What follows belongs to an exercise in optimizing a design on an open flow for small area, a short achievable clock period and few clock cycles; a production flow would make more cautious choices. In this exercise RTL edits were held to simulation tests only and were not proved equivalent to the original. No activity file was given, so power comes from the tool's default toggle rates.

## run.sh

```bash
#!/bin/bash
# synth_recipe.tcl (not shown) runs the flow's synth.tcl, then flattens the netlist and writes it again
# the make line also repeats each setting of config.mk as NAME=value (left out here)
make -C /OpenROAD-flow-scripts/flow DESIGN_CONFIG=/design/flow/config.mk WORK_HOME=/design/flow/orfs CLKGATE_MAP_FILE= SYNTH_SCRIPT=/design/flow/synth_recipe.tcl finish
```

## config.mk

```make
export PLATFORM = sky130hd
export DESIGN_NAME = dshot_tdec
export DESIGN_NICKNAME = dshot_tdec
export VERILOG_FILES = /design/flow/design.v
export SDC_FILE = /design/flow/constraint.sdc
export NUM_CORES = 4
export LEC_CHECK = 0
export CAP_MARGIN = 20
export CORE_MARGIN = 2
export CORE_UTILIZATION = 40
export SLEW_MARGIN = 20
```

## constraint.sdc

```tcl
create_clock -name core_clock -period 20.0 [get_ports {clk}]
set_input_delay 4.0000 -clock core_clock [delete_from_list [all_inputs] [get_ports {clk}]]
set_output_delay 4.0000 -clock core_clock [all_outputs]
set_load 0.01 [all_outputs]
```

## design.v

```verilog
module dshot_tdec (
    input  wire        clk,
    input  wire        rst,             
    input  wire        cfg_scheme,      
    input  wire [6:0]  cfg_tol,         
    input  wire        cfg_csum_inv,    
    input  wire [15:0] cfg_nom_period,  
    input  wire        in_valid,
    output wire        in_ready,
    input  wire        in_end,
    input  wire        in_level,        
    input  wire [15:0] in_high,         
    input  wire [15:0] in_len,          
    output reg         out_valid,
    output reg  [2:0]  out_status,
    output reg  [15:0] out_raw
);
    localparam [2:0] STAT_OK   = 3'd0;
    localparam [2:0] STAT_CSUM = 3'd2;
    localparam [2:0] STAT_INS  = 3'd3;
    localparam [2:0] STAT_BSF  = 3'd4;
    localparam [1:0] E_NONE = 2'd0, E_INS = 2'd1, E_BSF = 2'd2;
    localparam [1:0] A_IDLE = 2'd0, A_DIV = 2'd1, A_READY = 2'd2, A_HAND = 2'd3;
    localparam [1:0] DV_IDLE = 2'd0, DV_RUN = 2'd1, DV_DONE = 2'd2, DV_DONE2 = 2'd3;
    localparam [1:0] OWN_A = 2'd0, OWN_IN = 2'd1, OWN_B = 2'd2;
    reg        cs;
    reg [6:0]  ctol;
    reg        cinv;
    reg [15:0] cpn;
    always @(posedge clk) begin
        cs   <= cfg_scheme;
        ctol <= cfg_tol;
        cinv <= cfg_csum_inv;
        cpn  <= cfg_nom_period;
    end
    reg        in_ready_r;    
    reg        nrdy;          
    reg        v1, e1, lv1;
    reg [15:0] h1, l1;
    reg [5:0]  cnt;
    reg [20:0] acc;           
    reg [20:0] nacc;          
    reg [15:0] ra;            
    reg [15:0] rb;            
    reg        errf;          
    reg        n0zero;        
    reg        prev_lvl;
    reg [1:0]  pend_n0;
    reg        pend_big;
    reg [15:0] sbuf [0:31];
    reg [5:0]  wptr, rptr;
    reg [5:0]  rptr1;         
    reg [15:0] bq;
    reg [1:0]  a_st;
    reg [5:0]  a_cnt;
    reg [1:0]  a_estat;
    reg [15:0] a_pmin, a_pmax;
    reg [15:0] a_pe;
    reg [15:0] a_thr;         
    reg [6:0]  a_rr;          
    reg [1:0]  dv_st;
    reg [1:0]  dv_own;
    reg [2:0]  dv_it;
    reg [20:0] dv_rem;
    reg [20:0] dv_d;
    reg [15:0] dv_q;
    reg        hv;
    reg        b_act;
    reg [5:0]  b_left;
    reg [4:0]  b_j;
    reg [1:0]  b_estat;
    reg [15:0] b_p;
    reg [15:0] tq_1;
    reg        r1_v, r1_first, r1_last, r1_big, r1_chk, r1_err, r1_bit;
    reg [1:0]  r1_estat;
    reg [15:0] r1_d;
    reg [17:0] r1_cp;
    reg [4:0]  r1_c;
    reg        r2_v, r2_last, r2_fail;
    reg [1:0]  r2_estat;
    reg [4:0]  cum;
    reg [19:0] gr;
    reg        runerr;
    assign in_ready = in_ready_r;
    wire [17:0] tn3 = {1'b0, cpn, 1'b0} + {2'b0, cpn};
    wire [17:0] b_t3 = {1'b0, b_p, 1'b0} + {2'b0, b_p};
    wire        dv_idle = (dv_st == DV_IDLE);
    wire        dv_done = (dv_st == DV_DONE);
    wire        dv_done2 = (dv_st == DV_DONE2);    
    wire [22:0] dv_r4  = {dv_rem, dv_q[15], dv_q[14]};
    wire [22:0] dv_d3  = {2'b0, dv_d} + {1'b0, dv_d, 1'b0};
    wire [23:0] dv_s1  = {1'b0, dv_r4} - {3'b0, dv_d};
    wire [23:0] dv_s2  = {1'b0, dv_r4} - {2'b0, dv_d, 1'b0};
    wire [23:0] dv_s3  = {1'b0, dv_r4} - {1'b0, dv_d3};
    wire        dv_g1  = ~dv_s1[23];
    wire        dv_g2  = ~dv_s2[23];
    wire        dv_g3  = ~dv_s3[23];
    wire        dv_b1  = dv_g2;
    wire        dv_b2  = dv_g3 | (dv_g1 & ~dv_g2);
    wire [20:0] dv_r2p = dv_g3 ? dv_s3[20:0] : dv_g2 ? dv_s2[20:0] : dv_g1 ? dv_s1[20:0] : dv_r4[20:0];
    wire [22:0] dv_t   = {1'b0, dv_rem, 1'b0} - {2'b0, dv_d};
    reg         dv_up, dv_tie;
    always @(posedge clk) begin
        dv_up  <= ~dv_t[22];
        dv_tie <= (dv_t == 23'd0);
    end
    wire [16:0] dl    = {l1, 1'b0};
    wire [17:0] ny1   = {1'b0, dl} - {2'b0, cpn};
    wire        n_ge1 = !ny1[17];
    wire        n_ge3 = n_ge1 && (ny1[16:0] >= {cpn, 1'b0});
    wire        n_ge5 = n_ge1 && ({1'b0, ny1[16:0]} >= {cpn, 2'b0});
    wire        n_ge7 = n_ge1 && ({2'b0, ny1[16:0]} >= {tn3, 1'b0});
    wire [1:0]  n0f   = n_ge5 ? 2'd3 : n_ge3 ? 2'd2 : n_ge1 ? 2'd1 : 2'd0;
    wire [1:0]  estat_in = cs ? ((cnt == 6'd0) ? E_INS : (errf | n0zero) ? E_BSF : E_NONE)
                              : ((cnt < 6'd16) ? E_INS : errf ? E_BSF : E_NONE);
    wire in_div_act  = !dv_idle && (dv_own == OWN_IN);
    wire need_div_in = cs && (cnt != 6'd0) && pend_big;
    wire samp_ok     = !in_div_act && (!need_div_in || dv_idle);
    wire end_ok      = (a_st == A_IDLE) && !in_div_act && ((estat_in != E_NONE) || dv_idle);
    wire proc        = v1 && (e1 ? end_ok : samp_ok);
    wire proc_samp   = proc && !e1;
    wire proc_end    = proc && e1;
    wire v1_div_a  = proc_end && (estat_in == E_NONE);
    wire v1_div_in = proc_samp && need_div_in;
    wire buf_we = proc_samp && (cs || (cnt < 6'd16));
    wire [4:0]  cum_eff  = r1_first ? 5'd0 : cum;
    wire [5:0]  csum6 = {1'b0, cum_eff} + {1'b0, r1_c};
    wire [4:0]  cum_nx = (csum6 > 6'd21) ? 5'd21 : csum6[4:0];
    wire [4:0]  cum_iss = (b_j == 5'd0) ? 5'd0 : r1_v ? cum_nx : cum;
    wire        slow_need = r1_v && r1_big;    
    wire        r1_stall = slow_need;
    wire        b_tok    = (b_estat != E_NONE);
    wire        b_issue  = b_act && !r1_stall;
    wire        b_lastis = b_tok || (b_left == 6'd1);
    wire        b_take   = (a_st == A_READY) && ((!b_act && !r1_stall) || (b_issue && b_lastis));
    wire b_div = slow_need && dv_idle && !v1_div_a && !v1_div_in;
    wire dv_start = v1_div_a || v1_div_in || b_div;
    wire [15:0] bd  = bq;    
    wire [16:0] bdd = {bd, 1'b0};
    wire [17:0] by1 = {1'b0, bdd} - {2'b0, b_p};
    wire [16:0] byp = by1[16:0];
    wire        ge1 = !by1[17];
    wire        ge3 = ge1 && (byp >= {b_p, 1'b0});
    wire        ge5 = ge1 && ({1'b0, byp} >= {b_p, 2'b0});
    wire        ge7 = ge1 && ({2'b0, byp} >= {b_t3, 1'b0});
    wire        eq1 = (by1 == 18'd0);
    wire        eq3 = ge1 && (byp == {b_p, 1'b0});
    wire        eq5 = ge1 && ({1'b0, byp} == {b_p, 2'b0});
    wire [2:0]  c_f = ge7 ? 3'd4 : ge5 ? 3'd3 : ge3 ? 3'd2 : ge1 ? 3'd1 : 3'd0;
    wire [17:0] cp_f = ge5 ? b_t3 : ge3 ? {1'b0, b_p, 1'b0} :
                       ge1 ? {2'b0, b_p} : 18'd0;
    wire        is_last = (b_left == 6'd1);
    reg [1:0] a_st_n;
    always @(*) begin
        a_st_n = a_st;
        case (a_st)
            A_IDLE:  if (proc_end) a_st_n = (estat_in == E_NONE) ? A_DIV : A_READY;
            A_DIV:   if (dv_done && dv_own == OWN_A) a_st_n = A_READY;
            A_READY: if (b_take) a_st_n = (a_estat == E_NONE) ? A_HAND : A_IDLE;
            default: if (b_issue && (cs || b_j == 5'd1)) a_st_n = A_IDLE;
        endcase
    end
    reg [1:0] dv_st_n;
    reg [1:0] dv_own_n;
    always @(*) begin
        dv_st_n  = dv_st;
        dv_own_n = dv_own;
        case (dv_st)
            DV_IDLE: if (dv_start) begin
                dv_st_n  = DV_RUN;
                dv_own_n = v1_div_a ? OWN_A : v1_div_in ? OWN_IN : OWN_B;
            end
            DV_RUN:  if (dv_it == 3'd7) dv_st_n = DV_DONE;
            DV_DONE: dv_st_n = (dv_own == OWN_A) ? DV_IDLE : DV_DONE2;
            default: dv_st_n = DV_IDLE;
        endcase
    end
    wire [5:0] cnt_n      = proc_end ? 6'd0 : proc_samp ? cnt + 6'd1 : cnt;
    wire       pend_big_n = (proc_samp && cs) ? n_ge7 : pend_big;
    wire [5:0] wptr_n     = wptr + {5'd0, buf_we};
    wire [5:0] rptr_tok   = rptr + b_left;    
    wire [5:0] rptr_n     = !b_issue ? rptr : b_tok ? rptr_tok : rptr1;
    wire [5:0] occ_n      = wptr_n - rptr_n;
    wire in_div_act_n = (dv_st_n != DV_IDLE) && (dv_own_n == OWN_IN);
    wire end_ok_n     = (a_st_n == A_IDLE) && (dv_st_n == DV_IDLE);
    wire samp_ok_n    = !in_div_act_n &&
                        (!(cs && (cnt_n != 6'd0) && pend_big_n) || (dv_st_n == DV_IDLE));
    wire v1_hold      = v1 && !proc;
    wire room1 = (occ_n <= 6'd30) || (cnt_n == 6'd31);
    wire room0 = (occ_n <= 6'd31) || (cnt_n == 6'd32);
    wire ok_move = in_end ? (end_ok_n && (occ_n <= 6'd31))
                          : (samp_ok_n && room1);
    wire ok_stay = !v1_hold ? room0
                 : e1 ? (end_ok_n && (occ_n <= 6'd31))
                      : (samp_ok_n && room1);
    wire moving  = in_valid && !nrdy;
    always @(posedge clk) begin
        if (rst) begin
            in_ready_r <= 1'b0;
            nrdy       <= 1'b1;
            v1         <= 1'b0;
        end else begin
            in_ready_r <= moving ? ok_move : ok_stay;
            nrdy       <= moving ? !ok_move : !ok_stay;
            v1         <= moving || v1_hold;
        end
        if (!v1_hold) begin
            e1  <= in_end;
            lv1 <= in_level;
            h1  <= in_high;
            l1  <= in_len;
        end
    end
    always @(posedge clk) begin
        if (buf_we)
            sbuf[wptr[4:0]] <= cs ? l1 : h1;
    end
    always @(posedge clk)
        bq <= sbuf[rptr_n[4:0]];
    wire [20:0] acc_sum  = acc + {5'd0, cs ? ra : l1};
    wire        nacc_div = dv_done2 && (dv_own == OWN_IN);
    wire [20:0] nacc_sum = nacc + (nacc_div ? {5'd0, dv_q} : {19'd0, pend_n0})
                                + {20'd0, nacc_div && dv_up};
    always @(posedge clk) begin
        if (rst) begin
            cnt    <= 6'd0;
            acc    <= 21'd0;
            nacc   <= 21'd0;
            errf   <= 1'b0;
            n0zero <= 1'b0;
            wptr   <= 6'd0;
        end else begin
            wptr <= wptr_n;
            cnt  <= cnt_n;
            if (proc_end) begin
                acc    <= 21'd0;
                nacc   <= 21'd0;
                errf   <= 1'b0;
                n0zero <= 1'b0;
            end else if (proc_samp) begin
                if (cs) begin
                    if (cnt != 6'd0 && lv1 == prev_lvl)
                        errf <= 1'b1;
                    if (cnt != 6'd0) begin
                        acc <= acc_sum;
                        if (!pend_big) begin
                            nacc <= nacc_sum;
                            if (pend_n0 == 2'd0)
                                n0zero <= 1'b1;
                        end
                    end
                end else if (cnt < 6'd16) begin
                    acc <= acc_sum;
                    if (h1 > l1)
                        errf <= 1'b1;
                end
            end
            if (nacc_div)
                nacc <= nacc_sum;
        end
    end
    always @(posedge clk) begin
        if (proc_samp) begin
            if (cs) begin
                prev_lvl <= lv1;
                ra       <= l1;
                pend_n0  <= n0f;
                pend_big <= n_ge7;
            end else if (cnt < 6'd16) begin
                if (cnt == 6'd0 || l1 < ra) ra <= l1;
                if (cnt == 6'd0 || l1 > rb) rb <= l1;
            end
        end
    end
    reg [20:0] dx, ddv;
    always @(*) begin
        if (v1_div_in) begin
            dx  = {5'd0, ra};
            ddv = {5'd0, cpn};
        end else if (v1_div_a) begin
            if (!cs) begin
                dx  = acc;
                ddv = 21'd16;
            end else if (cnt < 6'd2) begin
                dx  = {5'd0, cpn};
                ddv = 21'd1;
            end else begin
                dx  = acc;
                ddv = nacc;
            end
        end else begin
            dx  = {5'd0, r1_d};
            ddv = {5'd0, b_p};
        end
    end
    wire [9:0] hz_t = {1'b0, a_rr, 2'b00} + (dv_q[1] ? {2'b0, ctol, 1'b0} : 10'd0)
                                         + (dv_q[0] ? {3'b0, ctol} : 10'd0);
    reg  [2:0] hz_dig;
    reg  [9:0] hz_sub;
    always @(*) begin
        if      (hz_t >= 10'd600) begin hz_dig = 3'd6; hz_sub = 10'd600; end
        else if (hz_t >= 10'd500) begin hz_dig = 3'd5; hz_sub = 10'd500; end
        else if (hz_t >= 10'd400) begin hz_dig = 3'd4; hz_sub = 10'd400; end
        else if (hz_t >= 10'd300) begin hz_dig = 3'd3; hz_sub = 10'd300; end
        else if (hz_t >= 10'd200) begin hz_dig = 3'd2; hz_sub = 10'd200; end
        else if (hz_t >= 10'd100) begin hz_dig = 3'd1; hz_sub = 10'd100; end
        else                      begin hz_dig = 3'd0; hz_sub = 10'd0;   end
    end
    wire [9:0] hz_rem10 = hz_t - hz_sub;
    wire [6:0] hz_rem   = hz_rem10[6:0];
    always @(posedge clk) begin
        if (rst) begin
            a_st  <= A_IDLE;
            dv_st <= DV_IDLE;
            hv    <= 1'b0;
        end else begin
            a_st  <= a_st_n;
            dv_st <= dv_st_n;
            hv    <= (dv_st == DV_RUN);
        end
        dv_own <= dv_own_n;
        if (proc_end) begin
            a_cnt   <= (!cs && cnt > 6'd16) ? 6'd16 : cnt;
            a_estat <= estat_in;
            a_pmin  <= ra;
            a_pmax  <= rb;
        end
        if (dv_start) begin
            dv_it  <= 3'd0;
            dv_rem <= {16'd0, dx[20:16]};
            dv_q   <= dx[15:0];
            dv_d   <= ddv;
        end else if (dv_st == DV_RUN) begin
            dv_it  <= dv_it + 3'd1;
            dv_rem <= dv_r2p;
            dv_q   <= {dv_q[13:0], dv_b1, dv_b2};
        end
        if (v1_div_a) begin
            a_thr <= 16'd0;
            a_rr  <= 7'd0;
        end else if (hv && dv_own == OWN_A) begin
            a_thr <= {a_thr[13:0], 2'b00} + {13'd0, hz_dig};
            a_rr  <= hz_rem;
        end
        if (dv_done && dv_own == OWN_A)
            a_pe <= dv_q;
    end
    wire [4:0] slow_c = ((dv_q[15:5] != 11'd0) || (dv_q[4:0] >= 5'd21)) ? 5'd21
                                                                         : dv_q[4:0] + {4'd0, dv_up};
    always @(posedge clk) begin
        if (rst) begin
            b_act <= 1'b0;
            rptr  <= 6'd0;
            rptr1 <= 6'd1;
            r1_v  <= 1'b0;
        end else begin
            rptr  <= rptr_n;
            rptr1 <= rptr_n + 6'd1;
            if (b_issue) begin
                b_left <= b_left - 6'd1;
                b_j    <= b_j + 5'd1;
                if (b_lastis)
                    b_act <= 1'b0;
            end
            if (b_take) begin
                b_act   <= 1'b1;
                b_left  <= a_cnt;
                b_j     <= 5'd0;
                b_estat <= a_estat;
                b_p     <= a_pe;
            end
            if (b_issue)
                r1_v <= 1'b1;
            else if (!r1_stall)
                r1_v <= 1'b0;
        end
        if (b_issue) begin
            if (b_tok) begin
                r1_first <= 1'b1;
                r1_last  <= 1'b1;
                r1_big   <= 1'b0;
                r1_chk   <= 1'b0;
                r1_err   <= 1'b0;
                r1_bit   <= 1'b0;
                r1_c     <= 5'd0;
                r1_estat <= b_estat;
            end else begin
                r1_first <= (b_j == 5'd0);
                r1_last  <= is_last;
                r1_estat <= E_NONE;
                if (b_j == 5'd0)
                    tq_1 <= a_thr;
                if (cs) begin
                    r1_d   <= bd;
                    r1_cp  <= cp_f;
                    r1_c   <= {2'b0, c_f};
                    r1_big <= ge7 && (!is_last || (cum_iss < 5'd18));
                    r1_chk <= !is_last && !ge7;
                    r1_err <= !is_last && (!ge1 || (!ge7 && (eq1 || eq3 || eq5)));
                    r1_bit <= 1'b0;
                end else begin
                    r1_d   <= (b_j == 5'd0) ? a_pmin : a_pmax;
                    r1_cp  <= {2'b0, b_p};
                    r1_c   <= 5'd0;
                    r1_big <= 1'b0;
                    r1_chk <= (b_j < 5'd2);
                    r1_err <= eq1;
                    r1_bit <= ge1 && !eq1;
                end
            end
        end else if (dv_done2 && dv_own == OWN_B) begin
            r1_d   <= dv_rem[15:0];
            r1_cp  <= dv_up ? {2'b0, b_p} : 18'd0;
            r1_c   <= slow_c;
            r1_big <= 1'b0;
            r1_chk <= !r1_last;
            r1_err <= r1_err || (!r1_last && dv_tie);
        end
    end
    wire [18:0] dv_y  = {3'b0, r1_d} + {3'b0, tq_1} - {1'b0, r1_cp};
    wire        r1_fail = r1_err || (r1_chk && (dv_y[18] || (dv_y[17:0] > {1'b0, tq_1, 1'b0})));
    wire        r1_mv = r1_v && !r1_stall;
    wire [4:0]  gpos  = 5'd20 - cum_eff;
    always @(posedge clk) begin
        if (rst)
            r2_v <= 1'b0;
        else
            r2_v <= r1_mv;
        r2_fail  <= r1_fail;
        r2_last  <= r1_last;
        r2_estat <= r1_estat;
        if (r1_mv) begin
            if (cs) begin
                cum <= cum_nx;
                if (r1_first)
                    gr <= 20'd0;
                else if (r1_c != 5'd0 && cum_eff != 5'd0 && cum_eff <= 5'd20)
                    gr[gpos] <= 1'b1;
            end else begin
                gr <= r1_first ? {19'd0, r1_bit} : {gr[18:0], r1_bit};
            end
        end
    end
    wire        fail = r2_fail;
    reg [4:0] nib3, nib2, nib1, nib0;
    reg [4:0] gq [0:3];
    integer   k;
    always @(*) begin
        for (k = 0; k < 4; k = k + 1) begin
            case (gr[5*k +: 5])
                5'h19: gq[k] = {1'b1, 4'h0};
                5'h1B: gq[k] = {1'b1, 4'h1};
                5'h12: gq[k] = {1'b1, 4'h2};
                5'h13: gq[k] = {1'b1, 4'h3};
                5'h1D: gq[k] = {1'b1, 4'h4};
                5'h15: gq[k] = {1'b1, 4'h5};
                5'h16: gq[k] = {1'b1, 4'h6};
                5'h17: gq[k] = {1'b1, 4'h7};
                5'h1A: gq[k] = {1'b1, 4'h8};
                5'h09: gq[k] = {1'b1, 4'h9};
                5'h0A: gq[k] = {1'b1, 4'hA};
                5'h0B: gq[k] = {1'b1, 4'hB};
                5'h1E: gq[k] = {1'b1, 4'hC};
                5'h0D: gq[k] = {1'b1, 4'hD};
                5'h0E: gq[k] = {1'b1, 4'hE};
                5'h0F: gq[k] = {1'b1, 4'hF};
                default: gq[k] = 5'd0;
            endcase
        end
        nib0 = gq[0];
        nib1 = gq[1];
        nib2 = gq[2];
        nib3 = gq[3];
    end
    wire        gcr_ok  = nib3[4] & nib2[4] & nib1[4] & nib0[4];
    wire [15:0] gcr_raw = {nib3[3:0], nib2[3:0], nib1[3:0], nib0[3:0]};
    wire [15:0] fin_raw  = cs ? gcr_raw : gr[15:0];
    wire [3:0]  fin_exp  = fin_raw[15:12] ^ fin_raw[11:8] ^ fin_raw[7:4] ^ {4{cinv}};
    wire        errs     = runerr || fail;
    reg [2:0] fin_status;
    always @(*) begin
        if (r2_estat == E_INS)
            fin_status = STAT_INS;
        else if (r2_estat == E_BSF || errs)
            fin_status = STAT_BSF;
        else if (cs && cum != 5'd21)
            fin_status = STAT_INS;
        else if (cs && !gcr_ok)
            fin_status = STAT_BSF;
        else if (fin_raw[3:0] != fin_exp)
            fin_status = STAT_CSUM;
        else
            fin_status = STAT_OK;
    end
    always @(posedge clk) begin
        if (rst) begin
            out_valid <= 1'b0;
            runerr    <= 1'b0;
        end else begin
            out_valid <= r2_v && r2_last;
            if (r2_v)
                runerr <= r2_last ? 1'b0 : (runerr || fail);
        end
        out_status <= fin_status;
        out_raw    <= fin_raw;
    end
endmodule
```

==> out/metrics.cfg, run 1 <==
[status]
status = timing/DRC/antenna clean

[setup_path]
worst_setup_path_end_kind = flop
path_class = flop to flop
arrival_ps = 6450
setup.worst_path.start_class = flop
cp.required_ps = 20480
cp-startpoint = b_p[2]
r2r-end = r1_cp[4]
reg2regPathDepth = 18
crit_end = r1_cp[4]
rr_startpoint = b_p[2]
reg2reg_setup_slack_ps = 14030
crit_fanout = 22

[power]
leakagePower_nw = 23.3
power.density_nw_per_um2 = 95.3
peakVddDrop_v = 0.0000769

[sta]
fin_setup_tns_ps = 0
rsz0062_at_grt = false
finalCritPeriodShare_pct = 29.8
whs_ps = 402
final_max_slew_viol_count = 0
fin_skew_ps = 85.1
tightest_slew_ps = 1120
slew_headroom_pct = 24.8
final-hold-violation-count = 0
fmax_mhz = 168
setup_viol = 0
period_needed_ps = 5970

[clock_network]
clk_latency_ps = 770
holdBufCountCts = 0
cts_max_path_buffers = 3
clock-sinks = 1008
ctsHtreeMaxLevel = 3
cts.clk_slew.worst_paths_ps = 70
postCtsSetupBuffers = 0
cts_tree = yes
cts_buffers = 106
cts_resized = 0
cts_root_buffer = clkbuf_16

[logic_synthesis]
async_flop_share_pct = 0
mappedNetlistArea_um2 = 55400
avgSynthCellArea_um2 = 11.4
synth-seq-area-share_pct = 50.8
synth_edf_count = 797
synth_cells = 4844
yosys_warnings = 2
ys_seq_elements = 1008
ys_types = 92
syn_nets = 5358
synth_ff_type = edfxtp_1

[layout]
syn_to_final_growth_pct = 12.2
fill_cells = 12700
seq_area_um2 = 28200
fin_cells = 6823
multi_input_area_um2 = 25600
layout-drive-gt1-share_pct = 9.33
final_nets = 5449

[global_route]
grt_pass1_wl_um = 239000
grt_max_degree = 132
grt_pass1_vias = 38100
antenna_found_initial = 7
track_usage_pct = 22.3
grt_overflow = 0

[floorplanning]
dieArea_um2 = 141000
die_w_um = 376
core-area_um2 = 137000
die-height_um = 376
num_rows = 136
io_pins = 83
start_util_pct = 40.3

[run]
drv_cap = 0

[detailed_routing]
wl_per_cell_um = 23.2
dr.first_iter.drc_count = 3690
routed-via-count = 39100
antenna_left = 0
drt-total-wl_um = 158000
via_per_inst = 5.74
dr.pass1.iters = 6
drc = 0

[placed_design]
port_buffers = 82
detailed_place_hpwl_um = 112000
place.gp.congestion = 0.932
dp.cells = 6621

[worst_hold_path]
hold_path_class = flop to flop
min_from = a_pe[15]

[cell usage in the layout, fill, tap and decap left out, types with 19 or more instances in the layout]
| cell type | synthesis | final |
|---|---|---|
| edfxtp_1 | 797 | 797 |
| nand2_1 | 462 | 462 |
| ha_1 | 397 | 397 |
| nor2_1 | 351 | 350 |
| a21oi_1 | 336 | 336 |
| inv_1 | 284 | 283 |
| o21ai_0 | 240 | 238 |
| dfxtp_1 | 211 | 210 |
| mux4_2 | 128 | 128 |
| xnor2_1 | 123 | 123 |
| nand3_1 | 113 | 113 |
| clkbuf_16 | 0 | 108 |
| nor3_1 | 105 | 105 |
| a21o_1 | 96 | 96 |
| xor2_1 | 83 | 83 |
| clkdlybuf4s50_1 | 0 | 81 |
| buf_4 | 0 | 72 |
| nor2b_1 | 62 | 62 |
| a211oi_1 | 60 | 59 |
| o21a_1 | 58 | 58 |
| fa_1 | 55 | 55 |
| o211ai_1 | 46 | 46 |
| mux2i_1 | 47 | 46 |
| and2_1 | 42 | 42 |
| nand4_1 | 42 | 42 |
| nand2b_1 | 40 | 40 |
| mux2_2 | 40 | 40 |
| a31oi_1 | 38 | 37 |
| or3_1 | 25 | 25 |
| and3_1 | 23 | 23 |
| o21bai_1 | 21 | 21 |
| o31ai_1 | 21 | 21 |
| a221o_1 | 21 | 21 |
| clkbuf_1 | 142 | 20 |
| clkinv_2 | 0 | 19 |
[registers in the layout (all words and copies together) (netlist names), 18 cells and up]
signal	count
sbuf	512
nacc	21
dv_rem	21
r1_cp	18
gr	20
dv_d	21
acc	21
[logic make-up after synthesis]
kind of cell    synth area share [%]
simple gates                    11.6
compound gates                  13.1
buf+inv                         3.16
mux                             6.87
xor+xnor                        3.46
fa+ha+maj                       11.0
flops                           50.8
[power breakdown]
group | switching (mW) | internal, mW | leakage (nW)
clock | 0.888 | 1.16 | 1.75
combinational | 0.850 | 0.577 | 12.6
sequential | 0.102 | 2.35 | 8.97
[area by class of cell]
type	count	share of cell area [%]
antenna	2	0.00805
clock inverter	65	1.21
clock buffer	135	4.63
sequential	1008	45.3
tap	1794	3.61
timing repair buffer	157	2.27
multi-input combinational	3374	41.2
inverter	288	1.74
[synthesized netlist by cell type (42+ instances only)]
cell / n / area share [%]
ha_1: 397 / 9.0
o21ai_0: 240 / 2.2
o211ai_1: 46 / 0.62
clkbuf_1: 142 / 0.96
nor2_1: 351 / 2.4
a21o_1: 96 / 1.3
inv_1: 284 / 1.9
dfxtp_1: 211 / 7.6
o21a_1: 58 / 0.79
nand4_1: 42 / 0.47
nor3_1: 105 / 0.95
fa_1: 55 / 2.0
a211oi_1: 60 / 0.81
and2_1: 42 / 0.47
a21oi_1: 336 / 3.0
nor2b_1: 62 / 0.70
edfxtp_1: 797 / 43
nand3_1: 113 / 1.0
xnor2_1: 123 / 1.9
xor2_1: 83 / 1.3
mux4_2: 128 / 5.2
nand2_1: 462 / 3.1
mux2i_1: 47 / 0.85
[layer usage]
layer  vias up  part of all wire (%)  global-route usage (%)
met2      1231                    46                    35.7
li1      18300                     -                       -
met4         2                   4.0                    8.31
met5         -                0.0082                       0
met3       270                   6.0                    3.09
met1     19300                    44                    30.7
[worst min-delay path by stage]
stage,to,cells after the start
detailed placement,b_p[4],0
global route,b_p[15],0
finish,b_p[15],0
floorplan,r2_estat[0],0
global placement,b_p[15],0
CTS,b_p[15],0
[critical path, cell delays in order, from the launching register on]
cell	delay, ps
edfxtp_1	490
inv_1	230
ha_1	310
nor2b_1	160
o31a_1	290
o2111ai_1	310
a211oi_1	120
a2111oi_0	500
xnor2_1	280
ha_1	350
nand4b_1	150
nor2_1	170
nand4_1	130
nor3_1	280
nor3_1	90
o21a_1	410
nor2_1	940
a221oi_1	250
a21o_1	220
[per-stage QoR]
stage               total power [mW]  utilization, %  cell area [um^2]  worst slack, ps
floorplan                       3.49               -             55400            14420
global placement                3.89            42.5             58500            14180
detailed placement              3.90            42.5             58500            14090
CTS                             5.95            45.2             62100            14060
global route                    6.21            45.2             62100            13510
finish                          5.92            45.2             62100            14030
Testbench counts, summed over its fixed seeds: cycles 16,293.
==> run 2: changes to the inputs <==
--- a/config.mk
+++ b/config.mk
@@ -9,3 +9,5 @@
 export CORE_MARGIN = 2
 export CORE_UTILIZATION = 40
+export CTS_CLUSTER_DIAMETER = 80
+export CTS_CLUSTER_SIZE = 25
 export SLEW_MARGIN = 20
==> out/metrics.cfg, run 2 <==
[global_route]
grt_max_degree = 132  ; unchanged
antenna_found_initial = 3  ; -4
grt_pass1_vias = 37600  ; -1.3%
grt_overflow = 0  ; unchanged
grt_pass1_wl_um = 236000  ; -0.94%
track_usage_pct = 22.0  ; -0.30 points

[sta]
fin_setup_tns_ps = 0  ; unchanged
final-hold-violation-count = 0  ; unchanged
fmax_mhz = 166  ; -1.0%
fin_skew_ps = 68.6  ; -16.6 ps
period_needed_ps = 6030  ; +60.0 ps
finalCritPeriodShare_pct = 30.1  ; +0.30 points
worst_slack_ps = 13970  ; -60.0 ps
slew_headroom_pct = 26.8  ; +2.0 points
rsz0062_at_grt = false
setup_viol = 0  ; unchanged
tightest_slew_ps = 1090  ; -29.5 ps
final_max_slew_viol_count = 0  ; unchanged

[power]
peakVddDrop_v = 0.0000847  ; +10%
leakagePower_nw = 22.5  ; -3.3%
p_total_mw = 5.28  ; -11%
power.density_nw_per_um2 = 87.1  ; -8.6%

[detailed_routing]
via_per_inst = 5.74  ; about the same
dr.first_iter.drc_count = 3584  ; -2.9%
dr.pass1.iters = 6  ; unchanged
routed-via-count = 38700  ; -1.2%
drt-total-wl_um = 157000  ; -0.81%
wl_per_cell_um = 23.3  ; +0.53%
antenna_left = 0  ; unchanged
drc = 0  ; unchanged

[logic_synthesis]
ys_seq_elements = 1008  ; unchanged
yosys_warnings = 2  ; unchanged
avgSynthCellArea_um2 = 11.4  ; unchanged
ys_types = 92  ; unchanged
synth_cells = 4844  ; unchanged
syn_nets = 5358  ; unchanged
yosysTopAreaCellShare_pct = 43.2  ; unchanged
synth-seq-area-share_pct = 50.8  ; unchanged
async_flop_share_pct = 0  ; unchanged
netlist_top_cells_count = edfxtp_1 (797), nand2_1 (462), ha_1 (397)
synth_ff_type = edfxtp_1
synth_edf_count = 797  ; unchanged
synth.most_common_cell = edfxtp_1
yosys.area.top_type = edfxtp_1
synthTopCellsByArea = edfxtp_1 (43%), ha_1 (9.0%), dfxtp_1 (7.6%), mux4_2 (5.2%), nand2_1 (3.1%)
mappedNetlistArea_um2 = 55400  ; unchanged

[setup_path]
path_class = flop to flop
setup.worst_path.start_class = flop
reg2regPathDepth = 18  ; unchanged
path_cells = inv_1 -> ha_1 -> nor2b_1 -> o31a_1 -> o2111ai_1 -> a211oi_1 -> a2111oi_0 -> xnor2_1 -> ha_1 -> nand4b_1 -> nor2_1 -> nand4_1 -> nor3_1 -> nor3_1 -> o21a_1 -> nor2_1 -> a221oi_1 -> a21o_1
rr_startpoint = b_p[2]
crit_fanout = 22  ; unchanged
r2r-end = r1_cp[4]
slowest_stage = nor2_1
cp-startpoint = b_p[2]
crit_buf_inv = 1  ; unchanged
worst_setup_path_end_kind = flop
cp_top_family = compound AO/OA/AOI/OAI gates
max_stage_delay_ps = 970  ; +30 ps
reg2reg_setup_slack_ps = 13970  ; -60 ps
arrival_ps = 6500  ; +50 ps
cp.required_ps = 20470  ; about the same

[placed_design]
detailed_place_hpwl_um = 112000  ; unchanged
port_buffers = 82  ; unchanged
dp.cells = 6621  ; unchanged
placed_cell_area_um2 = 58500  ; unchanged
place_ws_ps = 14090  ; unchanged
place.gp.congestion = 0.932  ; unchanged

[worst_hold_path]
hold_depth = 0  ; unchanged
min_from = a_pe[15]
hold_path_class = flop to flop
min_delay_worst_endpoint = b_p[15]

[clock_network]
cts_buffers = 58  ; -45%
cts_tree = yes
cts_max_path_buffers = 3  ; unchanged
cts_root_buffer = clkbuf_16
clock-sinks = 1008  ; unchanged
ctsHtreeMaxLevel = 2  ; -1
postCtsSetupBuffers = 0  ; unchanged
cts.clk_slew.worst_paths_ps = 110  ; +40 ps
holdBufCountCts = 0  ; unchanged
cts_resized = 0  ; unchanged
clk_latency_ps = 750  ; -20 ps

[layout]
syn_to_final_growth_pct = 9.32
layout_common_cells = edfxtp_1 (797), nand2_1 (462), ha_1 (397)
layout-drive-gt1-share_pct = 7.94  ; -1.4 points
largest_reg_flops = 512  ; unchanged
final_nets = 5401  ; -0.88%
fin_cells = 6732  ; -1.3%
design_area_um2 = 60500  ; -2.6%
layout_commonest_cell = edfxtp_1
fill_cells = 12800  ; +1.2%

[floorplanning]
die_w_um = 376  ; unchanged
num_rows = 136  ; unchanged
dieArea_um2 = 141000  ; unchanged
die-height_um = 376  ; unchanged
io_pins = 83  ; unchanged
start_util_pct = 40.3  ; unchanged
core-area_um2 = 137000  ; unchanged

[status]
status = timing/DRC/antenna clean

[run]
drv_cap = 0  ; unchanged

## run 2: changes by cell type in the layout (fill, tap and decap cells not counted), sizes merged
cell | previous run | this run
bufinv | 10 | 2
clkbuf | 135 | 79
clkinv | 46 | 17
clkinvlp | 8 | 1
diode | 2 | 1
inv | 289 | 299
## run 2: layout make-up
cell class	count	area, um^2	area share, %
diodes	1	2.50	0.00413
clock buffers	79	1530	2.53
clock inverters	31	504	0.833
inverters	288	1080	1.79
multi-input cells	3374	25600	42.3
flip-flops and latches	1008	28200	46.5
well taps	1794	2240	3.71
repair buffers	157	1410	2.32
## run 2: through the flow
| stage | hold WS (ps) | util (%) |
|---|---|---|
| after floorplan | 323 | - |
| after global placement | 405 | 42.5 |
| after detailed placement | 416 | 42.5 |
| after CTS | 434 | 44.0 |
| after global routing | 438 | 44.0 |
| final | 433 | 44.0 |
## run 2: worst max path at each step
stage,endpoint,slack (ps),cells after the start
after global placement,nrdy,14180,8
after CTS,r1_cp[9],14040,18
final,r1_cp[4],13970,18
after floorplan,b_estat[0],14420,3
after detailed placement,r1_cp[4],14090,18
after global routing,r1_cp[1],13500,18
## run 2: cell families after synthesis
family	after synthesis	synth area share [%]
AOI/OAI and AO/OA	1123	13.1
xor gates and xnor gates	211	3.46
adders and majority gates	453	11.0
buffers and inverters	462	3.16
DFF	1008	50.8
muxes	215	6.87
and+or+nand+nor	1372	11.6
## run 2: layer usage
metal | vias to the layer above | global-route usage (%) | wire [um]
li1 | 18200 | - | -
met2 | 1144 | 35.5 | 72700
met1 | 19100 | 30.7 | 69900
met5 | - | 0 | 14
met4 | 2 | 7.47 | 5700
met3 | 218 | 2.42 | 8740
## run 2: where the power goes
part	switching [mW]	total (mW)	internal, mW	leakage, nW
clock network	0.796	1.40	0.605	0.974
logic	0.852	1.43	0.577	12.6
registers	0.102	2.45	2.34	8.97
total	1.75	5.28	3.53	22.5
==> run 3: changes to the inputs <==
--- a/design.v
+++ b/design.v
@@ -133,5 +133,5 @@
     wire        b_issue  = b_act && !r1_stall;
     wire        b_lastis = b_tok || (b_left == 6'd1);
-    wire        b_take   = (a_st == A_READY) && ((!b_act && !r1_stall) || (b_issue && b_lastis));
+    wire        b_take   = (a_st == A_READY) && (!b_act || (b_issue && b_lastis));
     wire b_div = slow_need && dv_idle && !v1_div_a && !v1_div_in;
     wire dv_start = v1_div_a || v1_div_in || b_div;
@@ -148,5 +148,5 @@
     wire        eq5 = ge1 && ({1'b0, byp} == {b_p, 2'b0});
     wire [2:0]  c_f = ge7 ? 3'd4 : ge5 ? 3'd3 : ge3 ? 3'd2 : ge1 ? 3'd1 : 3'd0;
-    wire [17:0] cp_f = ge5 ? b_t3 : ge3 ? {1'b0, b_p, 1'b0} :
+    wire [17:0] cp_f = ge7 ? {2'b0, b_p} : ge5 ? b_t3 : ge3 ? {1'b0, b_p, 1'b0} :
                        ge1 ? {2'b0, b_p} : 18'd0;
     wire        is_last = (b_left == 6'd1);
@@ -291,5 +291,5 @@
         end else begin
             dx  = {5'd0, r1_d};
-            ddv = {5'd0, b_p};
+            ddv = {5'd0, r1_cp[15:0]};
         end
     end
@@ -411,5 +411,5 @@
         end else if (dv_done2 && dv_own == OWN_B) begin
             r1_d   <= dv_rem[15:0];
-            r1_cp  <= dv_up ? {2'b0, b_p} : 18'd0;
+            r1_cp  <= dv_up ? r1_cp : 18'd0;
             r1_c   <= slow_c;
             r1_big <= 1'b0;
@@ -418,6 +418,8 @@
         end
     end
-    wire [18:0] dv_y  = {3'b0, r1_d} + {3'b0, tq_1} - {1'b0, r1_cp};
-    wire        r1_fail = r1_err || (r1_chk && (dv_y[18] || (dv_y[17:0] > {1'b0, tq_1, 1'b0})));
+    wire [18:0] dv_x  = {3'b0, r1_d} - {1'b0, r1_cp};             
+    wire [18:0] dv_y  = dv_x + {3'b0, tq_1};                         
+    wire        dv_hi = !dv_x[18] && (dv_x[17:0] > {2'b0, tq_1});    
+    wire        r1_fail = r1_err || (r1_chk && (dv_hi || dv_y[18]));
     wire        r1_mv = r1_v && !r1_stall;
     wire [4:0]  gpos  = 5'd20 - cum_eff;
==> out/metrics.cfg, run 3 <==
[sta]
tightest_slew_ps = 1120  ; +24.8 ps
fmax_mhz = 172  ; +3.8%
fin_skew_ps = 48.3  ; -20.3 ps
finalCritPeriodShare_pct = 29.0  ; -1.1 points
rsz0062_at_grt = false
whs_ps = 431  ; -2.28 ps
setup_viol = 0  ; unchanged
final_max_slew_viol_count = 0  ; unchanged
fin_setup_tns_ps = 0  ; unchanged
final-hold-violation-count = 0  ; unchanged
worst_slack_ps = 14190  ; +220 ps
period_needed_ps = 5810  ; -220 ps
slew_headroom_pct = 25.1  ; -1.7 points

[clock_network]
cts_tree = yes
ctsHtreeMaxLevel = 2  ; unchanged
cts_max_path_buffers = 3  ; unchanged
clk_latency_ps = 710  ; -40 ps
cts.clk_slew.worst_paths_ps = 100  ; about the same
cts_resized = 0  ; unchanged
holdBufCountCts = 0  ; unchanged
postCtsSetupBuffers = 0  ; unchanged
cts_buffers = 52  ; -10%
cts_root_buffer = clkbuf_16
clock-sinks = 1008  ; unchanged

[floorplanning]
die_w_um = 376  ; about the same
start_util_pct = 40.3  ; about the same
core-area_um2 = 137000  ; -0.12%
die-height_um = 376  ; about the same
num_rows = 136  ; unchanged
io_pins = 83  ; unchanged
dieArea_um2 = 141000  ; -0.19%

[worst_hold_path]
min_from = a_pe[3]
hold_path_class = flop to flop
hold_depth = 0  ; unchanged
min_delay_worst_endpoint = b_p[3]

[setup_path]
max_stage_delay_ps = 780  ; -190 ps
cp-startpoint = cpn[2]
slowest_stage = a2111oi_2
path_class = flop to flop
r2r-end = nrdy
arrival_ps = 6470  ; -30 ps
path_cells = inv_1 -> ha_1 -> nor2b_1 -> o21ai_0 -> a21boi_0 -> o21ai_0 -> a21boi_0 -> o21ai_0 -> a21oi_1 -> o41ai_1 -> xnor2_1 -> ha_1 -> a21oi_1 -> o21ai_0 -> a41oi_1 -> a2111oi_0 -> o21ai_0 -> a2111oi_2 -> o21ai_1 -> o2111ai_1 -> and3_1
setup.worst_path.start_class = flop
crit_top_cell = o21ai_0
rr_startpoint = cpn[2]
cp.required_ps = 20660  ; +190 ps
reg2reg_setup_slack_ps = 14190  ; +220 ps
reg2regPathDepth = 21  ; +3
worst_setup_path_end_kind = flop
crit_fanout = 5  ; -77%

[run]
drv_cap = 0  ; unchanged

[layout]
multi_input_area_um2 = 25500  ; -0.54%
largest_reg_flops = 512  ; unchanged
seq_area_um2 = 28200  ; unchanged
final_nets = 5421  ; +0.37%
layout_common_cells = edfxtp_1 (797), nand2_1 (508), ha_1 (415)
syn_to_final_growth_pct = 8.79
layout_commonest_cell = edfxtp_1
layout-drive-gt1-share_pct = 7.80  ; -0.14 points
fin_cells = 6743  ; +0.16%
fill_cells = 12800  ; -0.36%

[logic_synthesis]
synth.most_common_cell = edfxtp_1
synth_cells = 4856  ; +0.25%
ys_types = 100  ; +8.7%
yosys.area.top_type = edfxtp_1
netlist_top_cells_count = edfxtp_1 (797), nand2_1 (508), ha_1 (415)
async_flop_share_pct = 0  ; unchanged
ys_seq_elements = 1008  ; unchanged
synth_edf_count = 797  ; unchanged
synthTopCellsByArea = edfxtp_1 (43%), ha_1 (9.4%), dfxtp_1 (7.6%), mux4_2 (5.2%), nand2_1 (3.4%)
mappedNetlistArea_um2 = 55300  ; -0.19%
avgSynthCellArea_um2 = 11.4  ; -0.44%
syn_nets = 5373  ; +0.28%
synth_ff_type = edfxtp_1
synth-seq-area-share_pct = 50.9  ; +0.099 points
yosys_warnings = 2  ; unchanged
yosysTopAreaCellShare_pct = 43.3  ; +0.084 points

[detailed_routing]
dr.first_iter.drc_count = 3459  ; -3.5%
wl_per_cell_um = 22.8  ; -2.5%
routed-via-count = 38500  ; -0.51%
drc = 0  ; unchanged
dr.pass1.iters = 6  ; unchanged
antenna_left = 0  ; unchanged
via_per_inst = 5.70  ; -0.67%
drt-total-wl_um = 153000  ; -2.3%

[placed_design]
dp.cells = 6644  ; +0.35%
place_ws_ps = 14120  ; +32.7 ps
place.gp.congestion = 0.921  ; -1.1%
port_buffers = 82  ; unchanged
detailed_place_hpwl_um = 110000  ; -2.1%

[power]
p_total_mw = 5.15  ; -2.3%
peakVddDrop_v = 0.0000830  ; -1.9%
power.density_nw_per_um2 = 85.7  ; -1.6%
leakagePower_nw = 22.4  ; -0.47%

[global_route]
grt_pass1_vias = 37200  ; -1.2%
track_usage_pct = 21.4  ; -0.51 points
antenna_found_initial = 3  ; unchanged
grt_max_degree = 113  ; -14%
grt_pass1_wl_um = 232000  ; -2.1%
grt_overflow = 0  ; unchanged

[status]
status = timing/DRC/antenna clean

==> run 3: changes by cell type after synthesis, sizes merged, moves of 19 or more <==
cell / change
buf: +20
nand3: -19
nor3: -27
mux2i: +23
clkbuf: -25
nand2: +47
==> run 3: cell type report <==
class | count | area share [%]
tap | 1794 | 3.73
sequential | 1008 | 46.8
inverter | 282 | 1.76
timing repair buffer | 163 | 2.42
clock buffer | 78 | 2.39
multi-input combinational | 3397 | 42.4
antenna | 1 | 0.00416
clock inverter | 20 | 0.487
==> run 3: how the worst max path moves through the flow <==
stage                 end  slack [ps]  cells past startpoint
4_1_cts          in_ready       14210                      1
5_1_grt              nrdy       13790                     21
2_1_floorplan  b_estat[0]       14210                      4
3_3_place_gp      acc[15]       14080                      7
3_5_place_dp      acc[15]       14120                      7
6_report             nrdy       14190                     21
==> run 3: where the power goes <==
part,switching (mW),internal (mW),total [mW]
clock network,0.723,0.534,1.26
logic,0.865,0.589,1.45
registers,0.100,2.34,2.44
total,1.69,3.47,5.15
==> run 3: logic make-up (layout without fill, tap and decap cells) <==
group                    count (synthesis)  in the layout  share of synthesized area (%)
adder cells (fa/ha/maj)                456            456                           10.9
other                                    0              1                              0
AND/OR/NAND/NOR                       1366           1366                           11.3
XOR/XNOR                               209            209                           3.41
flip-flops                            1008           1008                           50.9
AO/OA/AOI/OAI                         1135           1135                           13.0
multiplexers                           231            231                           7.28
buffers and inverters                  451            543                           3.15
==> run 3: worst max-delay path: cells and delay by family (launching register included) <==
family                   cells  cell delay [ps]
buffers and inverters        1              150
AO/OA/AOI/OAI               15             3910
XOR/XNOR                     1              220
adder cells (fa/ha/maj)      2              710
AND/OR/NAND/NOR              2              330
flip-flops                   1              430
==> run 3: through the flow <==
step	utilization, %	area [um^2]
2_1_floorplan	-	55300
3_3_place_gp	42.5	58400
3_5_place_dp	42.5	58400
4_1_cts	43.8	60100
5_1_grt	43.8	60100
6_report	43.8	60100
==> run 3: metal layers <==
layer | track usage [%] | share of wire [%]
met4 | 7.04 | 3.4
met2 | 35.1 | 47
met3 | 2.54 | 5.9
met5 | 0 | 0.018
met1 | 29.6 | 44
Testbench counts of run 3, summed over its fixed seeds: cycles 16,293.

==> static timing again, ports no longer ideal <==
The results above use ideal ports. As a check the final layouts listed here were re-extracted and re-timed, cells and wires unchanged.
Step 1 (the two cells are an assumption about what drives the block):
set clk [get_ports {clk}]
set_driving_cell -lib_cell sky130_fd_sc_hd__clkbuf_16 $clk
set_driving_cell -lib_cell sky130_fd_sc_hd__buf_2 [delete_from_list [all_inputs] $clk]
Step 2, shift: input delay + t, output delay - t, t = (earliest + latest rising clock arrival at the registers) / 2. This alone moves slack from input paths to output paths.
Slacks: no drivers / after step 1 / after step 2; pairs: no drivers / after step 1.
| run | t, ns | setup slack, ns | worst setup path at the end | latest minus earliest clock arrival (ns) | slew at the worst register clock pin (ns) |
|---|---|---|---|---|---|
| run 1 | 0.804 | 14.031 / 14.031 / 14.031 | register to register | 0.091 / 0.092 | 0.07 / 0.07 |
| run 2 | 0.787 | 13.971 / 13.971 / 13.971 | register to register | 0.080 / 0.080 | 0.11 / 0.11 |
| run 3 | 0.768 | 14.191 / 14.169 / 14.067 | input to register | 0.060 / 0.060 | 0.11 / 0.11 |
After both steps every run listed still meets setup and hold. The setup slack of run 3, which loses most, moves by -0.022 ns with the drivers and by -0.124 ns with both steps.
